Source: an optimization exercise on an open RTL-to-GDS flow (aim: small area, a short achievable clock period and few clock cycles). Production flows keep margins and buffers that such runs may drop. Function was checked by simulation only, so behaviour that the tests miss may differ from the original. Power figures rest on the tool's default switching activity, not on a simulated workload.

**design/flow/flow/run.sh**
```bash
#!/bin/bash
set -euo pipefail
MARGIN=7.5
rm -rf synth_scripts
cp -r "$FLOW_HOME/scripts" synth_scripts
cp flow/abc_speed.script synth_scripts/abc_speed.script
bash standard.sh SCRIPTS_DIR="$PWD/synth_scripts" ADDER_MAP_FILE= SETUP_SLACK_MARGIN=$MARGIN synth > synth.log 2>&1
bash standard.sh SETUP_SLACK_MARGIN=$MARGIN > layout.log 2>&1
```
**design/flow/flow/abc_speed.script**
```
&get -n
&st
&dch
&nf -D 2000
&st
&syn2
&if -g -K 6
&synch2
&nf -D 2000
&put
buffer -c
topo
stime -c
upsize -c
dnsize -c
```
**design/flow/standard.sh**
```bash
#!/bin/bash
# synth_recipe.tcl (not shown) runs the flow's synth.tcl, then flattens the netlist and writes it again
# the make line also repeats each setting of config.mk as NAME=value (left out here)
make -C /OpenROAD-flow-scripts/flow DESIGN_CONFIG=/design/flow/config.mk WORK_HOME=/design/flow/orfs CLKGATE_MAP_FILE= SYNTH_SCRIPT=/design/flow/synth_recipe.tcl "${@:-finish}"
```
**design/flow/config.mk**
```make
export PLATFORM = sky130hd
export DESIGN_NAME = shamac80
export DESIGN_NICKNAME = shamac80
export VERILOG_FILES = /design/flow/design.v
export SDC_FILE = /design/flow/constraint.sdc
export NUM_CORES = 8
export LEC_CHECK = 0
export CAP_MARGIN = 30
export CORE_MARGIN = 2
export CORE_UTILIZATION = 40
export CTS_BUF_LIST = sky130_fd_sc_hd__clkbuf_8
export CTS_CLUSTER_DIAMETER = 60
export CTS_CLUSTER_SIZE = 12
export PLACE_DENSITY = 0.55
export SLEW_MARGIN = 30
```
**design/flow/constraint.sdc**
```tcl
create_clock -name core_clock -period 12.0 [get_ports {clk}]
set_input_delay 2.4000 -clock core_clock [delete_from_list [all_inputs] [get_ports {clk}]]
set_output_delay 2.4000 -clock core_clock [all_outputs]
set_load 0.01 [all_outputs]
```
**design/flow/design.v**
```verilog
module shamac80 (
    input  wire        clk,
    input  wire        rst,         
    input  wire        cmd_valid,
    input  wire [31:0] cmd,
    input  wire [23:0] rnd,
    output wire        cmd_ready,
    output reg         resp_valid,
    output reg  [7:0]  res,
    output reg  [7:0]  rdata
);
    localparam [7:0] E_CRC     = 8'h03;
    localparam [7:0] E_VERIFY  = 8'h0A;
    localparam [7:0] E_ILLEGAL = 8'hE0;
    localparam [7:0] E_ADDR    = 8'hE1;
    localparam [7:0] E_ACCESS  = 8'hE2;
    localparam [7:0] E_STATE   = 8'hE3;
    localparam [7:0] E_FAMILY  = 8'hE4;
    localparam [2:0] C_NONE = 3'd0, C_CRC = 3'd1, C_VERIFY = 3'd2, C_ILLEGAL = 3'd3,
                     C_ADDR = 3'd4, C_ACCESS = 3'd5, C_STATE = 3'd6, C_FAMILY = 3'd7;
    function [7:0] err_byte;
        input [2:0] c;
        begin
            case (c)
                C_NONE:    err_byte = 8'h00;
                C_CRC:     err_byte = E_CRC;
                C_VERIFY:  err_byte = E_VERIFY;
                C_ILLEGAL: err_byte = E_ILLEGAL;
                C_ADDR:    err_byte = E_ADDR;
                C_ACCESS:  err_byte = E_ACCESS;
                C_STATE:   err_byte = E_STATE;
                default:   err_byte = E_FAMILY;
            endcase
        end
    endfunction
    localparam [7:0] OP_NOP    = 8'h00;
    localparam [7:0] OP_LD     = 8'h01;
    localparam [7:0] OP_ST     = 8'h02;
    localparam [7:0] OP_CLRERR = 8'h03;
    localparam [7:0] OP_SRST   = 8'h04;
    localparam [7:0] OP_COMP   = 8'h10;
    localparam [7:0] OP_FOLD   = 8'h11;
    localparam [7:0] OP_NSEC   = 8'h12;
    localparam [7:0] OP_C8SEED = 8'h20;
    localparam [7:0] OP_C8B    = 8'h21;
    localparam [7:0] OP_C8CHK  = 8'h22;
    localparam [7:0] OP_C8ID   = 8'h23;
    localparam [7:0] OP_C16SEED= 8'h28;
    localparam [7:0] OP_C16B   = 8'h29;
    localparam [7:0] OP_C16CHK = 8'h2A;
    localparam [7:0] OP_ISSUE  = 8'h30;
    localparam [7:0] OP_VERIFY = 8'h31;
    localparam [7:0] OP_ACLR   = 8'h32;
    localparam [2:0] J_COMP   = 3'd0;
    localparam [2:0] J_FOLD   = 3'd1;
    localparam [2:0] J_NSEC   = 3'd2;
    localparam [2:0] J_BIND   = 3'd3;
    localparam [2:0] J_VERIFY = 3'd4;
    reg [511:0] m_q;          
    reg [255:0] page_q;
    reg [119:0] tail_q;
    reg [255:0] sec_q;        
    reg [7:0]   crc8_q;
    reg [15:0]  crc16_q;
    reg [1:0]   authst_q;
    reg [23:0]  chal_q;       
    reg [159:0] resp_q;
    reg [255:0] acct_q;
    reg [255:0] bdata_q;
    reg [55:0]  bcode_q;
    reg [63:0]  devaddr_q;
    reg [31:0]  ctr_q;
    reg [7:0]   pageno_q;
    reg         ef_q;
    reg         rfr_q;
    reg [2:0]   err_q;
    reg [31:0]  a_q, b_q, c_q, d_q, e_q;
    reg         ready_q;      
    reg         clr_q;        
    reg         busy_q;       
    reg         pst_v;        
    reg  [8:0]  pst_a;
    reg  [7:0]  pst_d;
    reg         fin_q;        
    reg         prep_q;       
    reg [2:0]   job_q;
    reg [1:0]   dslot_q;
    reg [5:0]   rc_q;         
    reg         rest_q;       
    reg [7:0]   rr_q;         
    reg [2:0]   ph_q;         
    reg         bq_bind, bq_auth;   
    reg [1:0]   bq_slot, bq_mx;
    assign cmd_ready = ready_q;
    wire accept = cmd_valid & ready_q;
    function [31:0] rotl;
        input [31:0] x;
        input integer n;
        begin
            rotl = (x << n) | (x >> (32 - n));
        end
    endfunction
    function [7:0] crc8_byte;
        input [7:0] c_in;
        input [7:0] b_in;
        integer k;
        reg [7:0] c;
        reg [7:0] bb;
        reg mix;
        begin
            c = c_in;
            bb = b_in;
            for (k = 0; k < 8; k = k + 1) begin
                mix = c[0] ^ bb[0];
                c = c >> 1;
                if (mix) c = c ^ 8'h8C;
                bb = bb >> 1;
            end
            crc8_byte = c;
        end
    endfunction
    function [15:0] crc16_byte;
        input [15:0] c_in;
        input [7:0]  b_in;
        integer k;
        reg [15:0] c;
        reg [7:0]  bb;
        reg mix;
        begin
            c = c_in;
            bb = b_in;
            for (k = 0; k < 8; k = k + 1) begin
                mix = c[0] ^ bb[0];
                c = c >> 1;
                if (mix) c = c ^ 16'hA001;
                bb = bb >> 1;
            end
            crc16_byte = c;
        end
    endfunction
    function [511:0] build_block_le;
        input [63:0]  sec;
        input [255:0] page;
        input [119:0] tail;
        input [1:0]   mx;
        begin
            build_block_le = 512'd0;
            build_block_le[31:0]    = sec[31:0];
            build_block_le[287:32]  = page;
            build_block_le[319:288] = tail[31:0];
            build_block_le[327:320] = {mx, tail[37:32]};
            build_block_le[407:328] = tail[119:40];
            build_block_le[439:408] = sec[63:32];
            build_block_le[447:440] = 8'h80;
            build_block_le[503:496] = 8'h01;
            build_block_le[511:504] = 8'hB8;
        end
    endfunction
    function [511:0] to_be;
        input [511:0] x;
        integer i;
        begin
            for (i = 0; i < 16; i = i + 1)
                to_be[32*i +: 32] = {x[32*i +: 8], x[32*i+8 +: 8], x[32*i+16 +: 8], x[32*i+24 +: 8]};
        end
    endfunction
    wire [159:0] h_v   = {e_q, d_q, c_q, b_q, a_q};                
    wire [159:0] mac_v = {a_q, b_q, c_q, d_q, e_q};                
    wire [159:0] hb_v;
    genvar gk;
    generate
        for (gk = 0; gk < 5; gk = gk + 1) begin : g_hb
            assign hb_v[32*gk +: 32] = {h_v[32*gk +: 8], h_v[32*gk+8 +: 8],
                                        h_v[32*gk+16 +: 8], h_v[32*gk+24 +: 8]};
        end
    endgenerate
    reg [63:0] dev_eff;
    integer di;
    always @(*) begin
        dev_eff = devaddr_q;
        for (di = 0; di < 8; di = di + 1)
            if (pst_v && pst_a == 9'h108 + di) dev_eff[8*di +: 8] = pst_d;
    end
    wire fam1 = (devaddr_q[7:0] == 8'h18);
    wire fam2 = (devaddr_q[6:0] == 7'h33);
    wire efam1 = (dev_eff[7:0] == 8'h18);
    wire efam2 = (dev_eff[6:0] == 7'h33);
    wire [7:0] fam_v = efam1 ? 8'd1 : efam2 ? 8'd2 : 8'd0;
    wire fam_ok = efam1 | efam2;
    wire [119:0] bind_tail = {bcode_q[55:32], devaddr_q[55:0], pageno_q, bcode_q[31:0]};
    wire [119:0] auth_tail = {chal_q, devaddr_q[55:0], pageno_q, fam1 ? ctr_q : 32'hFFFF_FFFF};
    wire [1:0]   auth_mx   = fam1 ? 2'd0 : 2'd1;
    wire [7:0]  op    = cmd[31:24];
    wire [15:0] addr  = cmd[23:8];
    wire [7:0]  dbyte = cmd[7:0];
    reg legal;
    always @(*) begin
        case (op)
            OP_NOP, OP_CLRERR, OP_SRST, OP_COMP, OP_C8CHK, OP_C8ID,
            OP_C16CHK, OP_ISSUE, OP_ACLR:  legal = (cmd[23:0] == 24'd0);
            OP_LD:                         legal = (cmd[7:0] == 8'd0);
            OP_ST:                         legal = 1'b1;
            OP_FOLD:                       legal = (cmd[23:8] == 16'd0) && (cmd[5:2] == 4'd0);
            OP_NSEC:                       legal = (cmd[23:8] == 16'd0) && (cmd[5:4] == 2'd0);
            OP_C8SEED, OP_C8B, OP_C16B:    legal = (cmd[23:8] == 16'd0);
            OP_C16SEED:                    legal = (cmd[23:16] == 8'd0);
            OP_VERIFY:                     legal = (cmd[23:1] == 23'd0);
            default:                       legal = 1'b0;
        endcase
    end
    wire go      = accept & legal;
    wire go_ld   = go & (op == OP_LD);
    wire go_st   = go & (op == OP_ST);
    wire [8:0] la = addr[8:0];
    wire hi0 = (addr[15:9] == 7'd0);
    function is_mapped;
        input integer ai;
        begin
            is_mapped = (ai <= 'h06E) || (ai >= 'h070 && ai <= 'h0B7) ||
                        (ai >= 'h0C0 && ai <= 'h106) || (ai >= 'h108 && ai <= 'h12B) ||
                        (ai >= 'h130 && ai <= 'h134) || (ai >= 'h136 && ai <= 'h137);
        end
    endfunction
    function is_writable;
        input integer ai;
        begin
            is_writable = (ai <= 'h06E) || (ai >= 'h070 && ai <= 'h08F) ||
                          (ai >= 'h0C0 && ai <= 'h106) || (ai >= 'h108 && ai <= 'h114) ||
                          (ai >= 'h118 && ai <= 'h12B);
        end
    endfunction
    wire [511:0] map_c, wr_c;
    genvar ga;
    generate
        for (ga = 0; ga < 512; ga = ga + 1) begin : g_rd
            assign map_c[ga] = is_mapped(ga);
            assign wr_c[ga]  = is_writable(ga);
        end
    endgenerate
    wire       mapped   = hi0 & map_c[la];
    wire       writable = wr_c[la];
    wire st_ok = go_st & mapped & writable;
    wire [7:0] wbus = clr_q ? 8'h00 : pst_d;
    wire [511:0] st_en;
    generate
        for (ga = 0; ga < 512; ga = ga + 1) begin : g_we
            assign st_en[ga] = clr_q | (pst_v & (pst_a == ga));
        end
    endgenerate
    function [15:0] crc8_mask;           
        input integer j;
        integer i;
        reg [15:0] u;
        reg [7:0] r;
        begin
            for (i = 0; i < 16; i = i + 1) begin
                u = 16'd1 << i;
                r = crc8_byte(u[7:0], u[15:8]);
                crc8_mask[i] = r[j];
            end
        end
    endfunction
    function [23:0] crc16_mask;          
        input integer j;
        integer i;
        reg [23:0] u;
        reg [15:0] r;
        begin
            for (i = 0; i < 24; i = i + 1) begin
                u = 24'd1 << i;
                r = crc16_byte(u[15:0], u[23:16]);
                crc16_mask[i] = r[j];
            end
        end
    endfunction
    function [63:0] crcid_mask;          
        input integer j;
        integer i, k;
        reg [63:0] u;
        reg [7:0] r;
        begin
            for (i = 0; i < 64; i = i + 1) begin
                u = 64'd1 << i;
                r = 8'd0;
                for (k = 0; k < 8; k = k + 1)
                    r = crc8_byte(r, u[8*k +: 8]);
                crcid_mask[i] = r[j];
            end
        end
    endfunction
    wire [7:0]  crc8_next;
    wire [15:0] crc16_next;
    wire [7:0]  crc8_id;
    genvar gc;
    generate
        for (gc = 0; gc < 8; gc = gc + 1) begin : g_c8
            localparam [15:0] MB = crc8_mask(gc);
            localparam [63:0] MI = crcid_mask(gc);
            assign crc8_next[gc] = ^({dbyte, crc8_q} & MB);
            assign crc8_id[gc]   = ^(dev_eff & MI);
        end
        for (gc = 0; gc < 16; gc = gc + 1) begin : g_c16
            localparam [23:0] MC = crc16_mask(gc);
            assign crc16_next[gc] = ^({dbyte, crc16_q} & MC);
        end
    endgenerate
    wire verify_ok = (authst_q == 2'd1) & fam_ok;
    wire go_comp   = go & (op == OP_COMP);
    wire go_fold   = go & (op == OP_FOLD || op == OP_NSEC);
    wire go_verify = go & (op == OP_VERIFY) & verify_ok;
    wire acc_blk   = go_fold | go_verify;
    wire job_blk   = (job_q == J_FOLD || job_q == J_NSEC || job_q == J_VERIFY || job_q == J_BIND);
    wire last = busy_q & (rc_q == 6'd39);
    wire rebuild = last & (job_q == J_FOLD || job_q == J_NSEC || job_q == J_VERIFY);
    wire ld_blk  = (prep_q & job_blk) | rebuild;
    wire use_q    = busy_q | prep_q;
    wire op_vfy   = (op == OP_VERIFY);
    wire op_fold  = (op == OP_FOLD) | (op == OP_NSEC);
    wire sel_bind = bq_bind;
    wire sel_auth = bq_auth;
    wire [1:0] fslot = bq_slot;
    wire [1:0] fmx   = bq_mx;
    wire [1:0] sslot = sel_bind ? 2'd1 : sel_auth ? 2'd2 : fslot;
    wire [63:0]  b_sec  = sec_q[64*sslot +: 64];
    wire [255:0] b_page = sel_bind ? bdata_q : sel_auth ? acct_q : page_q;
    wire [119:0] b_tail = sel_bind ? bind_tail : sel_auth ? auth_tail : tail_q;
    wire [1:0]   b_mx   = sel_bind ? 2'd0 : sel_auth ? auth_mx : fmx;
    wire [511:0] blk    = to_be(build_block_le(b_sec, b_page, b_tail, b_mx));
    function [7:0] hbyte;                
        input integer k, b;
        begin
            hbyte = h_v[32*k + 8*b +: 8];
        end
    endfunction
    wire [511:0] pg0, pg1, pg2, pg3, pg4;
    generate
        for (ga = 0; ga < 64; ga = ga + 1) begin : g_pg
            assign pg0[8*ga +: 8] = m_q[8*{ga[5:2], ~ga[1:0]} +: 8];
            if (ga < 'h20)                     assign pg1[8*ga +: 8] = page_q[8*ga +: 8];
            else if (ga < 'h2F)                assign pg1[8*ga +: 8] = tail_q[8*(ga-'h20) +: 8];
            else if (ga >= 'h30)               assign pg1[8*ga +: 8] = sec_q[8*(ga-'h30) +: 8];
            else                               assign pg1[8*ga +: 8] = 8'h00;
            if (ga < 'h10)                     assign pg2[8*ga +: 8] = sec_q[8*(ga+'h10) +: 8];
            else if (ga < 'h24)                assign pg2[8*ga +: 8] = hbyte((ga-'h10)/4, 3-(ga-'h10)%4);
            else if (ga < 'h38)                assign pg2[8*ga +: 8] = hbyte(4-(ga-'h24)/4, (ga-'h24)%4);
            else                               assign pg2[8*ga +: 8] = 8'h00;
            if (ga < 'h20)                     assign pg3[8*ga +: 8] = acct_q[8*ga +: 8];
            else                               assign pg3[8*ga +: 8] = bdata_q[8*(ga-'h20) +: 8];
            if (ga <= 'h06)                    assign pg4[8*ga +: 8] = bcode_q[8*ga +: 8];
            else if (ga >= 'h08 && ga <= 'h0F) assign pg4[8*ga +: 8] = devaddr_q[8*(ga-'h08) +: 8];
            else if (ga >= 'h10 && ga <= 'h13) assign pg4[8*ga +: 8] = ctr_q[8*(ga-'h10) +: 8];
            else if (ga == 'h14)               assign pg4[8*ga +: 8] = pageno_q;
            else if (ga >= 'h15 && ga <= 'h17) assign pg4[8*ga +: 8] = chal_q[8*(ga-'h15) +: 8];
            else if (ga >= 'h18 && ga <= 'h2B) assign pg4[8*ga +: 8] = resp_q[8*(ga-'h18) +: 8];
            else if (ga == 'h30)               assign pg4[8*ga +: 8] = {6'd0, rfr_q, ef_q};
            else if (ga == 'h31)               assign pg4[8*ga +: 8] = err_byte(err_q);
            else if (ga == 'h32)               assign pg4[8*ga +: 8] = {6'd0, authst_q};
            else if (ga == 'h33)               assign pg4[8*ga +: 8] = fam_v;
            else if (ga == 'h34)               assign pg4[8*ga +: 8] = crc8_q;
            else if (ga == 'h36)               assign pg4[8*ga +: 8] = crc16_q[7:0];
            else if (ga == 'h37)               assign pg4[8*ga +: 8] = crc16_q[15:8];
            else                               assign pg4[8*ga +: 8] = 8'h00;
        end
    endgenerate
    wire [5:0] lo = la[5:0];
    wire [7:0] rd_byte = ({8{la[8:6] == 3'd0}} & pg0[8*lo +: 8]) |
                         ({8{la[8:6] == 3'd1}} & pg1[8*lo +: 8]) |
                         ({8{la[8:6] == 3'd2}} & pg2[8*lo +: 8]) |
                         ({8{la[8:6] == 3'd3}} & pg3[8*lo +: 8]) |
                         ({8{la[8:6] == 3'd4}} & pg4[8*lo +: 8]);
    reg [31:0] y_q, q_q;
    reg [1:0]  kst_q;         
    reg        fch_q, fpar_q, fmaj_q;   
    reg [1:0]  kn_q;          
    reg        nch_q, npar_q, nmaj_q;   
    reg [31:0] p_q;           
    function [31:0] kval;
        input [1:0] st;
        begin
            case (st)
                2'd0:    kval = 32'h5A827999;
                2'd1:    kval = 32'h6ED9EBA1;
                2'd2:    kval = 32'h8F1BBCDC;
                default: kval = 32'hCA62C1D6;
            endcase
        end
    endfunction
    function [31:0] fsel3;
        input        ch, par, maj;
        input [31:0] x, y, z;
        begin
            fsel3 = ({32{ch}}  & ((x & y) | (~x & z))) |
                    ({32{par}} & (x ^ y ^ z)) |
                    ({32{maj}} & ((x & y) | (x & z) | (y & z)));
        end
    endfunction
    function [31:0] fsel;
        input [1:0]  t;
        input [31:0] x, y, z;
        begin
            case (t)
                2'd0:    fsel = (x & y) | (~x & z);
                2'd2:    fsel = (x & y) | (x & z) | (y & z);
                default: fsel = x ^ y ^ z;
            endcase
        end
    endfunction
    function [31:0] add32;
        input [31:0] x, y;
        reg [31:0] g, p, gn, pn;
        integer i, d;
        begin
            g = x & y;
            p = x ^ y;
            for (d = 1; d < 32; d = d * 2) begin
                gn = g; pn = p;
                for (i = 0; i < 32; i = i + 1) begin
                    if ((i / d) % 2 == 1) begin
                        gn[i] = g[i] | (p[i] & g[(i/d)*d - 1]);
                        pn[i] = p[i] & p[(i/d)*d - 1];
                    end
                end
                g = gn; p = pn;
            end
            add32 = (x ^ y) ^ {g[30:0], 1'b0};
        end
    endfunction
    function [31:0] add3;
        input [31:0] x, y, z;
        reg [31:0] sv, cv;
        begin
            sv = x ^ y ^ z;
            cv = (x & y) | (x & z) | (y & z);
            add3 = add32(sv, {cv[30:0], 1'b0});
        end
    endfunction
    wire [31:0] t1  = add32(rotl(a_q, 5), y_q);
    wire [31:0] f2q = add32(fsel3(fch_q, fpar_q, fmaj_q, a_q, rotl(b_q, 30), c_q), q_q);
    wire [31:0] t2  = add32(rotl(t1, 5), f2q);
    wire [31:0] w0  = m_q[32*0 +: 32],  w1  = m_q[32*1 +: 32];
    wire [31:0] w2  = m_q[32*2 +: 32],  w3  = m_q[32*3 +: 32];
    wire [31:0] w8  = m_q[32*8 +: 32],  w9  = m_q[32*9 +: 32];
    wire [31:0] w13 = m_q[32*13 +: 32], w14 = m_q[32*14 +: 32];
    wire [31:0] x0  = w13 ^ w8 ^ w2;
    wire [31:0] x1  = w14 ^ w9 ^ w3;
    wire fwd  = busy_q & (rc_q < 6'd32);
    wire back = rest_q & (ph_q == 3'd0) & (rr_q != 8'd0) & (rr_q <= 8'd224);
    wire [31:0] n0 = fwd ? rotl(x0 ^ w0, 1) : back ? (x0 ^ rotl(w0, 31)) : w0;
    wire [31:0] n1 = fwd ? rotl(x1 ^ w1, 1) : back ? (x1 ^ rotl(w1, 31)) : w1;
    wire shift = busy_q | rest_q;
    function [1:0] pstage;               
        input [6:0] r;
        begin
            pstage = (r < 7'd10) ? 2'd0 : (r < 7'd20) ? 2'd1 : (r < 7'd30) ? 2'd2 : 2'd3;
        end
    endfunction
    wire [1:0] kn_next = prep_q ? 2'd0 : pstage({1'b0, rc_q} + 7'd2);
    wire [1:0] kst_next = prep_q ? 2'd0 : kn_q;
    wire [1:0]  qslot = bq_bind ? 2'd1 : bq_auth ? 2'd2 : bq_slot;
    wire [31:0] qsec  = sec_q[64*qslot +: 32];
    wire [63:0] qpage = bq_bind ? bdata_q[63:0] : bq_auth ? acct_q[63:0] : page_q[63:0];
    wire [31:0] bw0 = {qsec[7:0], qsec[15:8], qsec[23:16], qsec[31:24]};
    wire [31:0] bw1 = {qpage[7:0], qpage[15:8], qpage[23:16], qpage[31:24]};
    wire [31:0] bw2 = {qpage[39:32], qpage[47:40], qpage[55:48], qpage[63:56]};
    wire [31:0] fn  = fsel3(nch_q, npar_q, nmaj_q, t1, rotl(a_q, 30), rotl(b_q, 30));
    wire [31:0] ya  = prep_q ? 32'hB7103887 : fn;
    wire [31:0] yb  = prep_q ? (job_blk ? bw0 : w0) : p_q;
    wire [31:0] qd  = prep_q ? 32'h10325476 : rotl(b_q, 30);
    wire [31:0] qw  = prep_q ? (job_blk ? bw1 : w1) : w3;
    wire [31:0] pe  = prep_q ? 32'h98BADCFE : rotl(a_q, 30);
    wire [31:0] pw  = prep_q ? (job_blk ? bw2 : m_q[32*2 +: 32]) : m_q[32*4 +: 32];
    wire [63:0] mac8_next = {rotl(b_q, 30), c_q};
    wire mac_match = (mac_v == resp_q);
    always @(posedge clk) begin
        y_q   <= add32(ya, yb);
        q_q   <= add3(qd, kval(kst_next), qw);
        p_q   <= add3(pe, kval(kn_next), pw);
        kst_q <= kst_next;
        kn_q  <= kn_next;
        nch_q  <= (kn_next == 2'd0);
        npar_q <= kn_next[0];
        nmaj_q <= (kn_next == 2'd2);
        fch_q  <= (kst_next == 2'd0);
        fpar_q <= kst_next[0];
        fmaj_q <= (kst_next == 2'd2);
        if (prep_q) rc_q <= 6'd0;
        else        rc_q <= rc_q + 6'd1;
        if (!rest_q) begin
            rr_q <= 8'd0;
            ph_q <= 3'd0;
        end else begin
            rr_q <= rr_q + 8'd1;
            ph_q <= (ph_q == 3'd6) ? 3'd0 : ph_q + 3'd1;
        end
        if (acc_blk) begin
            bq_bind <= (op == OP_VERIFY) &  cmd[0];
            bq_auth <= (op == OP_VERIFY) & ~cmd[0];
            bq_slot <= cmd[1:0];
            bq_mx   <= cmd[7:6];
        end else if (last & (job_q == J_BIND)) begin
            bq_bind <= 1'b0;
            bq_auth <= 1'b1;
        end
    end
    wire sec_wr = last & (job_q == J_NSEC || job_q == J_BIND);
    wire [1:0] sec_wslot = (job_q == J_BIND) ? 2'd2 : dslot_q;
    wire [63:0] sbus = sec_wr ? mac8_next : {8{wbus}};
    wire [511:0] m_shift = {n1, n0, m_q[511:64]};
    genvar gb;
    generate
        for (gb = 0; gb < 64; gb = gb + 1) begin : g_m
            localparam integer MP = 32*(gb/4) + 24 - 8*(gb%4);
            always @(posedge clk)
                if (st_en[gb] | ld_blk | shift)
                    m_q[MP +: 8] <= ld_blk ? blk[MP +: 8] : shift ? m_shift[MP +: 8] : wbus;
        end
        for (gb = 0; gb < 32; gb = gb + 1) begin : g_s
            always @(posedge clk)
                if (st_en['h070 + gb] | (sec_wr & (sec_wslot == gb / 8)))
                    sec_q[8*gb +: 8] <= sbus[8*(gb % 8) +: 8];
            always @(posedge clk) if (st_en['h040 + gb]) page_q[8*gb +: 8]  <= wbus;
            always @(posedge clk) if (st_en['h0C0 + gb]) acct_q[8*gb +: 8]  <= wbus;
            always @(posedge clk) if (st_en['h0E0 + gb]) bdata_q[8*gb +: 8] <= wbus;
        end
        for (gb = 0; gb < 15; gb = gb + 1) begin : g_t
            always @(posedge clk) if (st_en['h060 + gb]) tail_q[8*gb +: 8] <= wbus;
        end
        for (gb = 0; gb < 7; gb = gb + 1) begin : g_bc
            always @(posedge clk) if (st_en['h100 + gb]) bcode_q[8*gb +: 8] <= wbus;
        end
        for (gb = 0; gb < 8; gb = gb + 1) begin : g_dv
            always @(posedge clk) if (st_en['h108 + gb]) devaddr_q[8*gb +: 8] <= wbus;
        end
        for (gb = 0; gb < 4; gb = gb + 1) begin : g_ct
            always @(posedge clk) if (st_en['h110 + gb]) ctr_q[8*gb +: 8] <= wbus;
        end
        for (gb = 0; gb < 20; gb = gb + 1) begin : g_rs
            always @(posedge clk) if (st_en['h118 + gb]) resp_q[8*gb +: 8] <= wbus;
        end
    endgenerate
    always @(posedge clk) if (st_en['h114]) pageno_q <= wbus;
    always @(posedge clk) begin
        if (clr_q) begin
            a_q <= 32'd0; b_q <= 32'd0; c_q <= 32'd0; d_q <= 32'd0; e_q <= 32'd0;
        end else if (prep_q) begin
            a_q <= 32'h67452301;
            b_q <= 32'hEFCDAB89;
            c_q <= 32'h98BADCFE;
            d_q <= 32'h10325476;
            e_q <= 32'hC3D2E1F0;
        end else if (busy_q) begin
            a_q <= t2;
            b_q <= t1;
            c_q <= rotl(a_q, 30);
            d_q <= rotl(b_q, 30);
            e_q <= c_q;
        end
    end
    wire op_c8id = (op == OP_C8ID);
    always @(posedge clk) begin
        if (clr_q) begin
            crc8_q   <= 8'd0;
            crc16_q  <= 16'd0;
            authst_q <= 2'd0;
            chal_q   <= 24'd0;
            ef_q     <= 1'b0;
            rfr_q    <= 1'b0;
            err_q    <= C_NONE;
        end else begin
            if (accept & !legal) begin
                err_q <= C_ILLEGAL; ef_q <= 1'b1;
            end
            if (go) begin
                case (op)
                    OP_LD: if (!mapped) begin err_q <= C_ADDR; ef_q <= 1'b1; end
                    OP_ST: if (!mapped) begin err_q <= C_ADDR; ef_q <= 1'b1; end
                           else if (!writable) begin err_q <= C_ACCESS; ef_q <= 1'b1; end
                    OP_CLRERR: begin err_q <= C_NONE; ef_q <= 1'b0; end
                    OP_C8SEED: crc8_q <= dbyte;
                    OP_C8B:    crc8_q <= crc8_next;
                    OP_C8CHK:  if (crc8_q != 8'h00) begin err_q <= C_CRC; ef_q <= 1'b1; end
                    OP_C8ID: begin
                        crc8_q <= crc8_id;
                        if (crc8_id != 8'h00) begin err_q <= C_CRC; ef_q <= 1'b1; end
                    end
                    OP_C16SEED: crc16_q <= cmd[15:0];
                    OP_C16B:    crc16_q <= crc16_next;
                    OP_C16CHK:  if (crc16_q != 16'hB001) begin err_q <= C_CRC; ef_q <= 1'b1; end
                    OP_ISSUE: begin
                        chal_q   <= {rnd[7:0], rnd[15:8], rnd[23:16]};
                        authst_q <= 2'd1;
                    end
                    OP_VERIFY: begin
                        if (authst_q != 2'd1) begin err_q <= C_STATE; ef_q <= 1'b1; end
                        else if (!fam_ok) begin err_q <= C_FAMILY; ef_q <= 1'b1; end
                    end
                    OP_ACLR: begin
                        authst_q <= 2'd0;
                        rfr_q    <= 1'b0;
                        chal_q   <= 24'd0;
                    end
                    default: ;
                endcase
            end
            if (fin_q) begin
                if (mac_match) authst_q <= 2'd2;
                else begin
                    authst_q <= 2'd3;
                    if (fam2 & ~fam1) rfr_q <= 1'b1;
                    err_q <= C_VERIFY; ef_q <= 1'b1;
                end
            end
        end
    end
    always @(posedge clk) begin
        pst_v <= ~rst & st_ok;
        pst_a <= la;
        pst_d <= dbyte;
    end
    always @(posedge clk) begin
        if (rst) begin
            ready_q    <= 1'b0;
            clr_q      <= 1'b1;
            busy_q     <= 1'b0;
            fin_q      <= 1'b0;
            prep_q     <= 1'b0;
            rest_q     <= 1'b0;
            resp_valid <= 1'b0;
            res        <= 8'd0;
            rdata      <= 8'd0;
        end else begin
            resp_valid <= 1'b0;
            clr_q      <= 1'b0;
            fin_q      <= 1'b0;
            prep_q     <= 1'b0;
            if (clr_q) ready_q <= 1'b1;
            if (accept) begin
                resp_valid <= 1'b1;
                res   <= 8'd0;
                rdata <= 8'd0;
                if (!legal) res <= E_ILLEGAL;
                else case (op)
                    OP_LD: if (!mapped) res <= E_ADDR;
                           else rdata <= (pst_v && pst_a == la) ? pst_d : rd_byte;
                    OP_ST: if (!mapped) res <= E_ADDR; else if (!writable) res <= E_ACCESS;
                    OP_SRST: begin ready_q <= 1'b0; clr_q <= 1'b1; end
                    OP_C8CHK:  if (crc8_q != 8'h00) res <= E_CRC;
                    OP_C8ID:   if (crc8_id != 8'h00) res <= E_CRC;
                    OP_C16CHK: if (crc16_q != 16'hB001) res <= E_CRC;
                    OP_COMP, OP_FOLD, OP_NSEC: begin
                        resp_valid <= 1'b0;
                        ready_q    <= 1'b0;
                        prep_q     <= 1'b1;
                        job_q      <= (op == OP_NSEC) ? J_NSEC : (op == OP_FOLD) ? J_FOLD : J_COMP;
                        dslot_q    <= cmd[3:2];
                    end
                    OP_VERIFY: begin
                        if (authst_q != 2'd1) res <= E_STATE;
                        else if (!fam_ok) res <= E_FAMILY;
                        else begin
                            resp_valid <= 1'b0;
                            ready_q    <= 1'b0;
                            prep_q     <= 1'b1;
                            job_q      <= cmd[0] ? J_BIND : J_VERIFY;
                        end
                    end
                    default: ;
                endcase
            end
            if (prep_q) busy_q <= 1'b1;
            if (last) begin
                busy_q <= 1'b0;
                case (job_q)
                    J_BIND: begin
                        prep_q <= 1'b1;
                        job_q  <= J_VERIFY;
                    end
                    J_VERIFY: fin_q <= 1'b1;
                    J_COMP:   rest_q <= 1'b1;
                    default: begin
                        resp_valid <= 1'b1;
                        res        <= 8'd0;
                        rdata      <= 8'd0;
                        ready_q    <= 1'b1;
                    end
                endcase
            end
            if (rest_q & (rr_q == 8'd231)) begin
                rest_q     <= 1'b0;
                resp_valid <= 1'b1;
                res        <= 8'd0;
                rdata      <= 8'd0;
                ready_q    <= 1'b1;
            end
            if (fin_q) begin
                resp_valid <= 1'b1;
                res        <= mac_match ? 8'd0 : E_VERIFY;
                rdata      <= 8'd0;
                ready_q    <= 1'b1;
            end
        end
    end
endmodule
```
==> results_dict.tcl, run 1 <==
set metrics [dict create \
    worst_pin_slew_ns 1.29 \
    path_max_fanout 7 \
    dieHeight_um 587 \
    max_cap_viol_count 0 \
    drive_gt1_share_pct 26.1 \
    fp-row-count 214 \
    grt_overflow 0 \
    gp_congestion 1.05 \
    clock_latency_ns 1.19 \
    path_class "flip-flop to flip-flop" \
    grt_pass1_vias 108000 \
    crit_chain "or2_4 -> buf_12 -> buf_16 -> o32ai_4 -> a311oi_4 -> buf_4 -> nor3_1 -> nor4_2 -> buf_4 -> o21ai_4 -> buf_6 -> a311oi_4 -> nand3_2 -> a2111oi_4 -> o22ai_2 -> o311a_4 -> o21ai_4 -> buf_12 -> a21o_1 -> a211oi_4 -> maj3_2 -> mux2i_2 -> a311oi_1" \
    finalClockSkew_ns 0.0875 \
    area_growth_pct 19.3 \
    final_common_cell "edfxtp_1" \
    netlist.area_leader.share_pct 43.9 \
    ys_seq_area_share_pct 49.4 \
    outcome "timing/DRC/antenna clean" \
    place_inst 15800 \
    dr.pass1.iters 7 \
    rsz0062_at_grt "true" \
    slowest_stage "dfxtp_4" \
    timing.setup.tns_ns 0 \
    synth_area_leaders "edfxtp_1, mux4_2, dfxtp_1" \
    cp.required_ns 13.04 \
    r2r.worst_path.cells 23 \
    p_seq_share_pct 43.9 \
    postSynthAreaPerCell_um2 11.6 \
    synth-main-ff-cell "edfxtp_1" \
    numCtsBuffers 297 \
    synthCells 11700 \
    setup_slack_ns 6.75 \
    syn-cell-area_um2 136000 \
    grt_pass1_wl_um 1040000 \
    design_area_um2 162000 \
    pre_cts_ws_ns 4.71 \
    antenna_found_initial 116 \
    crit_family "compound AO/OA/AOI/OAI gates" \
    clock-sinks 2363 \
    synth.distinct_cells 112 \
    slew_violations 0 \
    min_period_over_period_pct 43.8 \
    p_leak_nw 55.2 \
    io_pins 77 \
    r2r_slack_ns 6.75 \
    max_freq_mhz 190 \
    synth_edf_count 1987 \
    comb_power_share_pct 28.5 \
    p_int_mw 15.4 \
    htree_levels 5 \
    initial_utilization_pct 40.1 \
    cts_tree "built" \
    core_um2 339000 \
    slew_headroom_pct 13.9 \
    min_path_type "flip-flop to flip-flop" \
    dp_hpwl_um 573000 \
    wirelength_um 809000 \
    finalPower_mw 23.6 \
    final_cell_mix "edfxtp_1, a21oi_1, nand2_1" \
    port_buffers 76 \
    cts-root-buf "clkbuf_8" \
    clkPwrFrac_pct 27.6 \
    r2r-start "fch_q$_DFF_P_" \
    wl_per_cell_um 47.8 \
    worst_ep_arrival_time_ns 6.29 \
    clk_path_buf_depth 4 \
    stdcell_count 16900 \
    synth_top_area_cell "edfxtp_1" \
    whs_path_depth 2 \
    r2r_end "a_q[29]$_SDFFE_PP0P_" \
    die-area_um2 345000 \
    crit_buf_inv 6 \
    synth_warnings 1 \
    drt-initial-drc-count 20400 \
    switching_share_pct 35.0 \
    layout.nets 12200 \
    drc 0 \
    start_kind "flip-flop" \
    hold_start "res[2]$_SDFF_PP0_" \
    ys_ff_latch 2363 \
    antenna_left 0 \
    whs_endpoint "res[2]$_SDFF_PP0_" \
    setup_violations 0 \
    powerDensity_nw_per_um2 146 \
    grt_use_total_pct 45.2 \
    slowest_delay_ns 0.50 \
    ir_drop_uv 109 \
    place_area_um2 144000 \
    synth.net_count 11800 \
    cp-startpoint "fch_q$_DFF_P_" \
    finalHoldViolCount 0 \
    routed-via-count 118000 \
    dieWidth_um 587 \
    grt_start_max_net_pins 152 \
    synthArstFlopShare_pct 0 \
    end_kind "flip-flop" \
    via_per_inst 6.97 \
    switching_power_mw 8.26 \
    clk_pin_slew_ns 0.09 \
    fin_crit_ns 5.25 \
]
==> what timing repair did <==
action,in CTS,in global routing
gates resized for setup,931,327
endpoints found under the setup margin,983,195
pin swaps,228,203
setup buffers,333,178
hold buffers,0,0
hold endpoints to repair,0,0
gates cloned,66,19
==> worst reg2reg max path, stage by stage, from the launching register on <==
cell	delay [ns]
dfxtp_4	0.50
or2_4	0.25
buf_12	0.13
buf_16	0.14
o32ai_4	0.09
a311oi_4	0.33
buf_4	0.18
nor3_1	0.06
nor4_2	0.25
buf_4	0.17
o21ai_4	0.10
buf_6	0.16
a311oi_4	0.32
nand3_2	0.17
a2111oi_4	0.48
o22ai_2	0.16
o311a_4	0.41
o21ai_4	0.07
buf_12	0.16
a21o_1	0.20
a211oi_4	0.08
maj3_2	0.33
mux2i_2	0.17
a311oi_1	0.24
==> Yosys cell counts (17+ instances only) <==
library cell,instances
buf_2,57
o2111ai_1,21
o32ai_1,19
nand2b_1,42
a31oi_1,185
o211ai_1,126
dfxtp_1,376
a221oi_1,22
buf_1,141
maj3_1,96
inv_1,120
a21oi_1,1077
nand2_1,867
o21bai_1,73
o31ai_1,29
o21a_1,31
a211o_1,17
a21o_1,176
nor3_1,106
nand3b_1,31
o221ai_1,88
xnor2_1,637
o21ai_0,562
mux2_2,27
nor4_1,53
edfxtp_1,1987
nor3b_1,50
and3_1,27
a22oi_1,18
nor2b_1,89
mux2i_1,568
a211oi_1,396
nand4_1,42
o22ai_1,70
or2_2,36
o21ai_1,18
and2_1,44
nor2_1,889
clkbuf_1,821
nand3_1,120
or3_1,44
mux4_2,720
xor2_1,481
==> worst max-delay path by stage <==
stage	end	cells past startpoint
floorplan	rdata[6]$_SDFF_PP0_	11
global route	a_q[29]$_SDFFE_PP0P_	23
global placement	rdata[6]$_SDFF_PP0_	11
finish	a_q[29]$_SDFFE_PP0P_	23
detailed placement	rdata[6]$_SDFF_PP0_	11
CTS	a_q[29]$_SDFFE_PP0P_	18
==> area by class of cell <==
class | count | area (um^2)
fill | 30700 | 177000
clock buffer | 309 | 4250
timing repair buffer | 1135 | 12700
antenna | 81 | 203
sequential | 2363 | 67300
clock inverter | 178 | 1700
tap | 4536 | 5680
inverter | 124 | 531
timing repair inverter | 2 | 17.5
multi-input combinational | 8193 | 70000
==> per-stage QoR <==
step / util [%] / hold WS (ns)
3_5_place_dp: 42.3 / 0.444
3_3_place_gp: 42.2 / 0.443
4_1_cts: 46.7 / 0.458
5_1_grt: 47.8 / 0.481
2_1_floorplan: - / 0.418
6_report: 47.8 / 0.451
==> power groups by stage <==
stage                     sequential [mW]  clock, mW  combinational (mW)
after floorplan                      10.1          0                3.39
after global placement               10.4          0                5.08
after detailed placement             10.5          0                5.13
after CTS                            10.3       6.52                6.03
after global routing                 10.4       6.81                6.90
final                                10.4       6.53                6.73
==> metal layers <==
metal	up-vias	GRT usage [%]	routed length, um
li1	45500	-	-
met1	60300	54.5	284000
met2	9653	65.4	338000
met3	2453	14.1	98300
met4	40	39.2	88300
met5	-	0.0138	239
==> state kept, by name (all words and copies together) (netlist names), 56 cells and up <==
name and cells:
bcode_q 56, resp_q 160, tail_q 120, devaddr_q 64
acct_q 256, page_q 256, m_q 512, sec_q 256
bdata_q 256
==> logic make-up after synthesis <==
logic type | after synthesis | synth area share (%)
flip-flops | 2363 | 49.4
adder cells (fa/ha/maj) | 109 | 0.814
XOR/XNOR | 1130 | 7.38
multiplexers | 1315 | 16.3
buffers and inverters | 1157 | 3.31
AO/OA/AOI/OAI | 3110 | 14.4
AND/OR/NAND/NOR | 2524 | 8.43
Testbench counts, summed over its fixed seeds: cycles 10,519.
==> run 2: changes to the inputs <==
==> design/flow/flow/run.sh (replaced) <==
#!/bin/bash
set -euo pipefail
KNOBS="ADDER_MAP_FILE= SETUP_SLACK_MARGIN=7"
bash standard.sh $KNOBS synth > synth.log 2>&1
bash standard.sh $KNOBS > layout.log 2>&1
removed: design/flow/flow/abc_speed.script
==> run 2 against run 1 <==
  * Sequential cell count is the same
  * Largest power group unchanged
  * Routed wire length shrank 7.3%
  * Via count shrank 0.88%
  * Die area grew 0.84%
  * Final cell count shrank 0.93%
  * Design area shrank 2.6%
  * First-iteration DRC count shrank 1.4%
  * Maximum frequency shrank 10%
  * Count of clock-buffer cells in the layout grew 2
  * Combinational power grew 4.0%
==> results_dict.tcl, run 2 <==
set metrics [dict create \
    finish.utilization_pct 46.2 \
    wirelength_um 750000 \
    multi_input_comb_area_um2 69300 \
    cts_tree "built" \
    max_cap_viol_count 0 \
    syn-cell-area_um2 137000 \
    routed-via-count 117000 \
    synth_warnings 1 \
    synth_top_area_cell "edfxtp_1" \
    powerDensity_nw_per_um2 152 \
    clock_latency_ns 1.24 \
    crit_chain "buf_12 -> nor4bb_4 -> o41ai_2 -> and3_2 -> or4_4 -> and4_4 -> a2111o_1 -> a2111oi_4 -> buf_4 -> o311ai_4 -> a41oi_2 -> maj3_2 -> a31oi_4 -> o31ai_4 -> buf_6 -> a21boi_4 -> o31ai_4 -> nand4_4 -> a31oi_4 -> a31o_4 -> mux2_4 -> a2111oi_4 -> nand3b_1" \
    ys_ff_latch 2363 \
    wl_met3_um 99600 \
    io_pins 77 \
    dp_hpwl_um 532000 \
    area_growth_pct 15.2 \
    synth_commonest_cells "edfxtp_1, a21oi_1, nor2_1, clkbuf_1, nand2_1" \
    outcome "timing/DRC/antenna clean" \
    worst_ep_arrival_time_ns 6.93 \
    cp.required_ns 13.10 \
    synth-compound-area-share_pct 14.9 \
    synth.net_count 11900 \
    cts-root-buf "clkbuf_8" \
    setup_violations 0 \
    grt_pass1_vias 107000 \
    fill_cells 31100 \
    timing.setup.tns_ns 0 \
    numCtsBuffers 294 \
    largest_register_ff_count 512 \
    port_buffers 76 \
    grt_use_total_pct 41.7 \
    drive_gt1_share_pct 22.0 \
    dr.pass1.iters 8 \
    dieWidth_um 590 \
    wl_per_cell_um 44.7 \
    seq_area_um2 67300 \
    initial_utilization_pct 40.1 \
    synthAdderAreaFrac_pct 0.832 \
    antenna_found_initial 109 \
    slew_headroom_pct 19.0 \
    clk_path_buf_depth 4 \
    htree_levels 5 \
    rsz0062_at_grt "true" \
    fin_crit_ns 5.83 \
    drt-initial-drc-count 20100 \
    finalClockSkew_ns 0.0984 \
    final_cell_mix "edfxtp_1, a21oi_1, nor2_1" \
    synth_edf_count 1987 \
    antenna_left 0 \
    final_common_cell "edfxtp_1" \
    maxUsedRoutingLayer "met5" \
    via_per_inst 6.98 \
    yosysMostFrequentCell "edfxtp_1" \
    gp_congestion 1.06 \
    dieHeight_um 590 \
    met1_length_um 270000 \
    grt_pass1_wl_um 978000 \
    ir_drop_uv 120 \
    clock-sinks 2363 \
    slew_violations 0 \
    slowest_delay_ns 0.52 \
    layout.nets 12000 \
    clk_pin_slew_ns 0.08 \
    yosys.area_share.simple_pct 8.18 \
    min_path_type "flip-flop to flip-flop" \
    path_class "flip-flop to flip-flop" \
    synth.mux.area_fraction_pct 16.5 \
    regMostFlops "m_q" \
    end_kind "flip-flop" \
    worst_pin_slew_ns 1.22 \
    slowest_stage "or4_4" \
    grt_overflow 0 \
    fp-row-count 215 \
    start_kind "flip-flop" \
    synth_top_family_by_area "multiplexers" \
    finalHoldViolCount 0 \
    die-area_um2 348000 \
    ys_seq_area_share_pct 49.0 \
    synth-main-ff-cell "edfxtp_1" \
    core_um2 342000 \
    p_leak_nw 52.9 \
    max_freq_mhz 171 \
    drc 0 \
    cts-hold-fix-buffers 0 \
    synthArstFlopShare_pct 0 \
    synth.distinct_cells 116 \
    synthXorXnorAreaFrac_pct 7.27 \
    min_period_over_period_pct 48.6 \
    postSynthAreaPerCell_um2 11.6 \
    grt_start_max_net_pins 197 \
    wl_met2_um 310000 \
    path_max_fanout 21 \
    synth_area_leaders "edfxtp_1, mux4_2, dfxtp_1" \
    synthCells 11800 \
    netlist.area_leader.share_pct 43.5 \
]
## run 2: timing repair
action,CTS,global route
resized for setup,520,287
cloned,47,10
buffers inserted,177,115
setup endpoints to repair,208,107
pin swaps,125,154
## run 2: logic make-up after synthesis
family | Yosys count
AO/OA/AOI/OAI | 3215
buffers and inverters | 1167
XOR/XNOR | 1123
AND/OR/NAND/NOR | 2511
adder cells (fa/ha/maj) | 113
multiplexers | 1348
flip-flops | 2363
## run 2: worst max-delay path: cells and delay by family (launching register included)
family	cells	cell delay, ns
buffers and inverters	3	0.58
multiplexers	1	0.33
AND/OR/NAND/NOR	6	1.66
AO/OA/AOI/OAI	12	2.56
flip-flops	1	0.36
adder cells (fa/ha/maj)	1	0.27
## run 2: path summary, 6_finish.rpt
check,start,to,slack (ns),depth (start not counted)
hold reg to reg,rc_q[0]$_SDFF_PP0_,rc_q[0]$_SDFF_PP0_,0.46,1
hold / removal,rc_q[0]$_SDFF_PP0_,rc_q[0]$_SDFF_PP0_,0.46,1
setup / recovery,a_q[4]$_SDFFE_PP0P_,a_q[31]$_SDFFE_PP0P_,6.17,23
setup reg to reg,a_q[4]$_SDFFE_PP0P_,a_q[31]$_SDFFE_PP0P_,6.17,23
## run 2: final cells by class
| type | instances | share of cell area, % |
|---|---|---|
| timing repair buffer | 837 | 5.77 |
| tap | 4557 | 3.61 |
| antenna | 76 | 0.120 |
| sequential | 2363 | 42.6 |
| clock buffer | 311 | 2.71 |
| multi-input combinational | 8313 | 43.9 |
| inverter | 124 | 0.335 |
| clock inverter | 183 | 1.04 |
## run 2: metal layers
layer	up-vias	track usage (%)
met5	-	0
met4	46	31.7
met3	2339	13.7
met2	9921	59.2
met1	59100	52.5
li1	45500	-
## run 2: per-stage QoR
stage	instance area (um^2)	hold slack [ns]	power [mW]	setup WS (ns)	std cells
finish	158000	0.458	24.0	6.17	16800
global route	158000	0.486	24.6	5.95	16700
CTS	155000	0.463	23.3	6.14	16600
detailed placement	144000	0.445	16.4	4.46	15800
global placement	144000	0.432	16.3	3.88	15800
floorplan	139000	0.418	14.2	6.59	11800
## run 2: power by group
group | internal [mW] | total, mW | switching [mW] | leakage (nW)
Combinational | 2.89 | 7.00 | 4.10 | 27.3
Clock | 2.90 | 6.48 | 3.57 | 3.15
Sequential | 9.66 | 10.6 | 0.905 | 22.5
Total | 15.5 | 24.0 | 8.58 | 52.9

-- static timing again, ports no longer ideal --
No port has a modelled driver above. Below, the same layouts with a new extraction and two added sets of constraints. Step 1, drivers: a clkbuf_16 drives clk and a buf_2 each remaining input, both assumed. Step 2 adds t to the input delays and takes it off the output delays; t is the mean of the earliest and latest rising clock arrival at the registers after step 1. Input paths then give back, and output paths get back, about the clock's delay inside the block. a / b / c = no drivers / after step 1 / after step 2; a / b = the first two.
run	shift t [ns]	setup WS [ns]	hold slack, ns	clock arrival spread, ns	cell pins on the clock port's net
run 1	1.246	6.750 / 6.750 / 5.587	0.451 / 0.451 / 0.451	0.089 / 0.089	1
run 2	1.317	6.169 / 6.169 / 5.090	0.458 / 0.458 / 0.458	0.105 / 0.105	1
After both steps setup and hold are still met in every run listed. The setup slack of run 1, which loses most, moves by 0.000 ns with the drivers and by -1.163 ns with both steps.
